This is an optimization exercise on Yosys and OpenROAD, whose aim is small area, a short achievable clock period and few clock cycles per item, not a production implementation. Where RTL was checked, it was by simulation tests only, not by an equivalence proof against the original. No driver is modelled on the clock port, so clock power and skew are understated where the tree is cut down; a real chip needs a root buffer or a tree.

red:
## uac_rx
module uac_rx (
    input  wire        clk,
    input  wire        rst,           
    input  wire        in_valid,
    output wire        in_ready,
    input  wire [15:0] in_sample,     
    output reg         frame_done,
    output wire        det,
    output reg         ev_valid,
    output wire [11:0] ev_word
);
Size: roughly 1400 cells after synthesis, ~35 I/O pins.
clock: 24.0 ns
lec_check: 0
cap_margin: 20
core_margin: 2
core_utilization: 40
slew_margin: 20
run.sh (not shown) runs the stock make flow with config.mk's settings and CLKGATE_MAP_FILE= SYNTH_SCRIPT=/design/flow/synth_recipe.tcl, a recipe that flattens the netlist after the stock synthesis.
red: flow completed, timing, DRC and antenna clean
Testbench counts of red, summed over its fixed seeds: cycles 2,464,256, frames 2,400.
Input-level comparison between blue and red:
==> flow/flow/run.sh (new file) <==
#!/bin/bash
# The standard layout, with the port buffers made from buf_4 cells instead of
# the default buffer choice (a slow delay buffer).
set -euo pipefail
export BUFFER_PORTS_ARGS="-buffer_cell sky130_fd_sc_hd__buf_4"
bash standard.sh > standard.log 2>&1
==> flow/standard.sh (new file) <==
#!/bin/bash
# synth_recipe.tcl (not shown) runs the flow's synth.tcl, then flattens the netlist and writes it again
# the make line also repeats each setting of config.mk as NAME=value (left out here)
make -C /OpenROAD-flow-scripts/flow DESIGN_CONFIG=/design/flow/config.mk WORK_HOME=/design/flow/orfs CLKGATE_MAP_FILE= SYNTH_SCRIPT=/design/flow/synth_recipe.tcl "${@:-finish}"
removed: flow/run.sh
Results
blue vs red: highest net fanout along the worst path down by more than a quarter. Delta (blue minus red): combined global-route utilization of all metal layers went down 0.37 points, share of cell area taken by multi-input logic gates climbed 0.61 points, fmax now smaller. Between red and blue, worst max-slew margin expressed relative to the limit is higher for blue, red comes in under that.

========
uac_rx, a different RTL version from the one above (not shown whole).
Size in the first run: ~120 flip-flops, about 35 I/O pins, roughly 12000 um2 of cells after synthesis.
==> flow/config.mk <==
export PLATFORM = sky130hd
export DESIGN_NAME = uac_rx
export DESIGN_NICKNAME = uac_rx
export VERILOG_FILES = /design/flow/design.v
export SDC_FILE = /design/flow/constraint.sdc
export NUM_CORES = 4
export LEC_CHECK = 0
export CAP_MARGIN = 20
export CORE_MARGIN = 2
export CORE_UTILIZATION = 40
export SLEW_MARGIN = 20
==> flow/constraint.sdc <==
create_clock -name core_clock -period 24.0 [get_ports {clk}]
set_input_delay 4.8000 -clock core_clock [delete_from_list [all_inputs] [get_ports {clk}]]
set_output_delay 4.8000 -clock core_clock [all_outputs]
set_load 0.01 [all_outputs]
standard.sh (not shown) runs the stock make flow with config.mk's settings and CLKGATE_MAP_FILE= SYNTH_SCRIPT=/design/flow/synth_recipe.tcl, a recipe that flattens the netlist after the stock synthesis.
==> flow/flow/run.sh <==
#!/bin/bash
# The standard layout, with the port buffers made from buf_4 cells instead of
# the default buffer choice (a slow delay buffer).
set -euo pipefail
export BUFFER_PORTS_ARGS="-buffer_cell sky130_fd_sc_hd__buf_4"
bash standard.sh > standard.log 2>&1
The baseline completed without violations.
Next try:
==> flow/flow/run.sh (replaced) <==
#!/bin/bash
# The standard layout, with the port buffers made from buf_4 cells instead of
# the default buffer choice (a slow delay buffer), and timing repair asked to
# leave 18.4 ns of setup slack (the constraints are unchanged).
set -euo pipefail
export BUFFER_PORTS_ARGS="-buffer_cell sky130_fd_sc_hd__buf_4"
export SETUP_SLACK_MARGIN=18.4
bash standard.sh > standard.log 2>&1
Final area increases by 2.1%.
Hold slack gains 4.9 ps.
Die area is unchanged.
First-iteration DRC count increases by 12%.
Wire length increases by 0.96%.
Non-clock buffer count increases by 12.
Synthesized area does not change.
Next try:
==> flow/flow/run.sh (replaced) <==
#!/bin/bash
# The standard layout, with the port buffers made from buf_2 cells instead of
# the default buffer choice (a slow delay buffer), and timing repair asked to
# leave 18.3 ns of setup slack (the constraints are unchanged).
set -euo pipefail
export BUFFER_PORTS_ARGS="-buffer_cell sky130_fd_sc_hd__buf_2"
export SETUP_SLACK_MARGIN=18.3
bash standard.sh > standard.log 2>&1
CTS_BUF_LIST = sky130_fd_sc_hd__clkbuf_8   (was default)
CTS_CLUSTER_SIZE = 30   (was default)
=>
- final area came out lower by about 1.4%
- hold slack is better by 20 ps
- wire length came out lower by 0.97%
Next try:
CORE_UTILIZATION = 60   (was 40)
Effect: The new run passed the timing, design-rule and antenna checks. Final cell count goes down by 7.0%. Flip-flop and latch count stays the same. Die area came out lower by 33%. Via count rises by 0.93%.
Function was not checked in any run of this note: the RTL went through the layout flow alone.

========
v6:
uac_rx, a different RTL version from the one above (not shown whole).
Size in the first run: about 1200 cells after synthesis, roughly 120 flip-flops, roughly 11000 um^2 of cells after synthesis.
Settings: LEC_CHECK=0, CAP_MARGIN=20, CORE_MARGIN=2, CORE_UTILIZATION=55, SLEW_MARGIN=20; clock period 24.0 ns.
==> flow/flow/run.sh <==
#!/bin/bash
set -euo pipefail
export SYNTH_ARGS="-noabc"
export BUFFER_PORTS_ARGS="-buffer_cell sky130_fd_sc_hd__buf_2"
export PRE_CTS_TCL="$PWD/flow/man_cts.tcl"
export SETUP_SLACK_MARGIN=18.4
bash standard.sh > standard.log 2>&1
Other scripts of this flow, unchanged in this note and not shown: flow/flow/man_cts.tcl
Testbench counts of v6, summed over its fixed seeds: cycles 2,465,950, frames 2,400.
Setup changes, v6 to v7
Settings: ABC_AREA newly set to 1.
==> run summary <==
v7 vs. v6: core utilization now sits lower, synthesized-area fraction occupied by and/or/nand/nor cells now sits higher.
Slowest stage cell on the critical path = dfxtp_4: v7; slowest stage cell on the critical path = dfxtp_1: v6
The commonest non-fill, non-tap cell in the layout comes out nand2_1 in one run and nor2_1 in the other, namely in v7 and v6 respectively.
Length of routed wiring on met1 delta for v7 relative to v6: 3.8% higher
No run of this note takes its clock network from TritonCTS; it comes from the design's own scripts or RTL.

========
uac_rx again, from the RTL that the note above started with.
==> flow/design.v (excerpt) <==
module uac_rx (
    input  wire        clk,
    input  wire        rst,           
    input  wire        in_valid,
    output wire        in_ready,
    input  wire [15:0] in_sample,     
    output reg         frame_done,
    output wire        det,
    output reg         ev_valid,
    output wire [11:0] ev_word
);
    localparam [1:0] EXPECT_ONE  = 2'd0;
    localparam [1:0] EXPECT_ZERO = 2'd1;
    localparam [1:0] LOCKED      = 2'd2;
    localparam [1:0] FAILED      = 2'd3;
    reg         rdy;
    reg  [15:3] xr;           
    reg         vr;           
    reg  [9:0]  idx;          
    reg         clr;          
    reg         rr;           
    assign in_ready = rdy;
    wire take = in_valid & rdy;
    reg  [22:0] s1, s2;
    reg  [1:0]  phase;
    reg         lk, lkn;
    wire fs1;
    wire fc2;
    assign fs1 = 1'b0 ^ xr[4] ^ s2[0];
    assign fc2 = (1'b0 & xr[4]) | (s2[0] & (1'b0 ^ xr[4]));
    wire fs3;
    wire fc4;
    assign fs3 = 1'b0 ^ s1[0] ^ xr[5];
    assign fc4 = (1'b0 & s1[0]) | (xr[5] & (1'b0 ^ s1[0]));
    wire fs5;
    wire fc6;
  ...
export LEC_CHECK = 0
export CAP_MARGIN = 20
export CORE_MARGIN = 2
export CORE_UTILIZATION = 55
export PLACE_DENSITY = 0.8
export SLEW_MARGIN = 20
create_clock -name core_clock -period 24.0 [get_ports {clk}]
Scripts as last shown in full above: flow/flow/run.sh
Other scripts of this flow, unchanged in this note and not shown: flow/flow/man_cts.tcl
The first run completed with no timing, DRC or antenna violations.
Testbench counts at the start, summed over its fixed seeds: cycles 2,465,950, frames 2,400.
Edit:
--- a/flow/flow/run.sh
+++ b/flow/flow/run.sh
@@ -1,0 +2,11 @@
+# The standard layout (standard.sh) with four changes to how it is made;
+# the design, constraints and clock period are unchanged:
+#  - synthesis skips Yosys's early generic ABC pass (SYNTH_ARGS=-noabc), so the
+#    generated full-adder tree keeps its structure; registers are unchanged;
+#  - port buffers are buf_2 cells instead of the default (a slow delay buffer);
+#  - the clock tree is built by flow/man_cts.tcl (run as the CTS step's PRE
+#    hook): the clock port drives four clkbuf_8, one per compact quarter of
+#    the flip-flops, each driving two clkbuf_16 leaves, instead of TritonCTS's
+#    tree;
+#  - timing repair aims for 18.4 ns of setup slack instead of 0.
+# Every tool's output is in standard.log and in orfs/logs.
GPL_TIMING_DRIVEN = 1   (was not set)
PLACE_DENSITY = not set   (was 0.8)
After rerunning: Area after synthesis stays the same; routed wire length grows by 2.5%; worst setup slack barely changes; sequential cell count does not change; final cell count hardly moves; clock skew increases by 0.020 ns.
Edit:
==> flow/flow/run.sh (replaced) <==
#!/bin/bash
set -euo pipefail
export SYNTH_ARGS="-noabc"
export BUFFER_PORTS_ARGS="-buffer_cell sky130_fd_sc_hd__buf_2"
export PRE_CTS_TCL="$PWD/flow/man_cts.tcl"
export SETUP_SLACK_MARGIN=18.4
bash standard.sh > standard.log 2>&1
ABC_AREA = 1   (was not set)
GPL_TIMING_DRIVEN = not set   (was 1)
PLACE_DENSITY = 0.8   (was not set)
Effect: Setup slack is worse by 0.0058 ns; synthesized cell count grows by 18%; register-to-register slack improved by 0.15 ns; via count goes up by 17%; synthesized area went up by 0.59%; routed wire length rises by 6.9%; core utilization went down by 0.72 points; sequential share of layout area rises by 0.14 points.
No run of this note takes its clock network from TritonCTS; it comes from the design's own scripts or RTL.

========
Setup of job 2828:
uac_rx again, from the RTL that the note above started with.
export LEC_CHECK = 0
export CAP_MARGIN = 20
export CORE_MARGIN = 2
export CORE_UTILIZATION = 55
export SLEW_MARGIN = 20
create_clock -name core_clock -period 24.0 [get_ports {clk}]
==> flow/flow/run.sh <==
#!/bin/bash
# The standard layout (standard.sh) with four changes to how it is made;
# the design, constraints and clock period are unchanged:
#  - synthesis skips Yosys's early generic ABC pass (SYNTH_ARGS=-noabc), so the
#    generated full-adder tree keeps its structure; registers are unchanged;
#  - port buffers are buf_2 cells instead of the default (a slow delay buffer);
#  - the clock tree is built by flow/man_cts.tcl (run as the CTS step's PRE
#    hook): the clock port drives four clkbuf_8, one per compact quarter of
#    the flip-flops, each driving two clkbuf_16 leaves, instead of TritonCTS's
#    tree;
#  - timing repair aims for 18.3 ns of setup slack instead of 0.
# Every tool's output is in standard.log and in orfs/logs.
set -euo pipefail
export SYNTH_ARGS="-noabc"
export BUFFER_PORTS_ARGS="-buffer_cell sky130_fd_sc_hd__buf_2"
export PRE_CTS_TCL="$PWD/flow/man_cts.tcl"
export SETUP_SLACK_MARGIN=18.3
bash standard.sh > standard.log 2>&1
Other scripts of this flow, unchanged in this note and not shown: flow/flow/man_cts.tcl
Testbench counts of job 2828, summed over its fixed seeds: cycles 2,465,950, frames 2,400.
Inputs modified between job 2828 and job 4631:
-- flow/flow/run.sh --
<<< job 2828, line 11
#  - timing repair aims for 18.3 ns of setup slack instead of 0.
>>> job 4631, line 11
#  - timing repair aims for 18.4 ns of setup slack instead of 0.
<<< job 2828, line 17
export SETUP_SLACK_MARGIN=18.3
>>> job 4631, line 17
export SETUP_SLACK_MARGIN=18.4
==> run summary <==
Compared to job 2828, job 4631 has worst setup slack 0.061 ns higher.
Clock period minus final worst setup slack in job 4631 vs job 2828: down 0.061 ns
Going from job 2828 to job 4631, share of the clock period used by the worst path shows a reduction of 0.25 points, wire length reported by the detailed router shows an increase of 0.44%.
Status: register fraction of the total cell area parity (job 4631, job 2828)
The inputs of job 5717 differ from those of job 4631 as listed below.
-- flow/flow/run.sh --
<<< job 4631, line 11
#  - timing repair aims for 18.4 ns of setup slack instead of 0.
>>> job 5717, line 11
#  - timing repair aims for 18.5 ns of setup slack instead of 0.
<<< job 4631, line 17
export SETUP_SLACK_MARGIN=18.4
>>> job 5717, line 17
export SETUP_SLACK_MARGIN=18.5
--- outcome ---
Per the final summary, job 5717 finished and its layout is clean on timing, DRC and antenna.
Per the comparison of job 5717 with job 4631, met2 wire length shows an increase of 2.8%, sequential share of layout area shows a reduction of 0.20 points.
Summary of the comparison: post-cts sizing count is higher in job 5717, relative to job 4631.
Post-layout instance area of job 5717 exceeds that of job 4631 by a few percent.
Critical path depth: job 5717 vs job 4631 identical
No run of this note takes its clock network from TritonCTS; it comes from the design's own scripts or RTL.

========
uac_rx, a different RTL version from the one above (not shown whole).
Size: ~1200 cells after synthesis, roughly 0.011 mm^2 of cells after synthesis.
export LEC_CHECK = 0
export CAP_MARGIN = 20
export CORE_MARGIN = 2
export CORE_UTILIZATION = 40
export CTS_BUF_LIST = sky130_fd_sc_hd__clkbuf_8
export SLEW_MARGIN = 20
create_clock -name core_clock -period 24.0 [get_ports {clk}]
==> flow/flow/run.sh <==
#!/bin/bash
# The standard layout (standard.sh) with three changes to how it is made;
# the design, constraints and clock period are unchanged:
#  - synthesis skips Yosys's early generic ABC pass (SYNTH_ARGS=-noabc), so the
#    generated full-adder tree keeps its structure; registers are unchanged;
#  - port buffers are buf_2 cells instead of the default (a slow delay buffer);
#  - timing repair aims for 18.3 ns of setup slack instead of 0.
# Every tool's output is in standard.log and in orfs/logs.
set -euo pipefail
export SYNTH_ARGS="-noabc"
export BUFFER_PORTS_ARGS="-buffer_cell sky130_fd_sc_hd__buf_2"
export SETUP_SLACK_MARGIN=18.3
bash standard.sh > standard.log 2>&1
Edit:
--- a/flow/flow/run.sh
+++ b/flow/flow/run.sh
@@ -7 +7 @@
-#  - timing repair aims for 18.3 ns of setup slack instead of 0.
+#  - timing repair aims for 18.2 ns of setup slack instead of 0.
@@ -12 +12 @@
-export SETUP_SLACK_MARGIN=18.3
+export SETUP_SLACK_MARGIN=18.2
What happened:
- core utilization goes down by 0.65 points
- maximum frequency goes down slightly
- synthesized cell count is unchanged
- die area does not change
- global-route usage barely changes
- via count goes down slightly
- non-clock buffer count goes down by 11
- worst setup slack got worse by 0.019 ns
- first-iteration DRC count goes up by a few percent
No functional check of the RTL was part of any run of this note.

-- port drivers added, routing unchanged --
Ports are ideal in the flow. The routed layouts listed here were re-timed in OpenROAD. Step 1 (the two cells are an assumption about what drives the block):
set clk [get_ports {clk}]
set_driving_cell -lib_cell sky130_fd_sc_hd__clkbuf_16 $clk
set_driving_cell -lib_cell sky130_fd_sc_hd__buf_2 [delete_from_list [all_inputs] $clk]
Step 2 times the ports against the registers' clock, not the clock port: input delays grow and output delays shrink by t, the midpoint of the rising clock arrivals with the driver on. Three values: ideal ports, drivers, drivers and shift; two values: the first two.
run | shift t [ns] | setup WS [ns] | worst setup path at the end | worst register clock-pin slew, ns | cell pins on the clock port's net
red | 0.477 | 17.755 / 17.755 / 17.755 | register to register | 0.07 / 0.07 | 1
blue | 0.478 | 17.525 / 17.525 / 17.525 | register to register | 0.07 / 0.07 | 1
the first run of note 2 | 0.481 | 17.571 / 17.522 / 17.882 | register to register | 0.08 / 0.08 | 1
the second run of note 2 | 0.482 | 18.297 / 18.247 / 18.293 | input to register | 0.08 / 0.08 | 1
the third run of note 2 | 0.504 | 18.265 / 18.216 / 18.289 | input to register | 0.11 / 0.11 | 1
the fourth run of note 2 | 0.512 | 18.264 / 18.220 / 18.271 | input to register | 0.12 / 0.12 | 1
v6 | 0.368 | 18.427 / 18.349 / 18.251 | input to register | 0.09 / 0.09 | 4
v7 | 0.356 | 18.429 / 18.358 / 18.369 | input to register | 0.08 / 0.08 | 4
the first run of note 4 | 0.352 | 18.428 / 18.354 / 18.266 | input to register | 0.08 / 0.08 | 4
the second run of note 4 | 0.368 | 18.427 / 18.349 / 18.251 | input to register | 0.09 / 0.09 | 4
the third run of note 4 | 0.355 | 18.421 / 18.352 / 18.415 | input to register | 0.08 / 0.08 | 4
job 2828 | 0.365 | 18.366 / 18.287 / 18.299 | input to register | 0.08 / 0.08 | 4
job 4631 | 0.368 | 18.427 / 18.349 / 18.251 | input to register | 0.09 / 0.09 | 4
job 5717 | 0.354 | 18.461 / 18.393 / 18.311 | input to register | 0.08 / 0.08 | 4
the first run of note 6 | 0.504 | 18.274 / 18.235 / 18.319 | input to register | 0.09 / 0.09 | 1
the second run of note 6 | 0.504 | 18.255 / 18.217 / 18.323 | input to register | 0.09 / 0.09 | 1
After both steps every run listed still meets setup and hold.
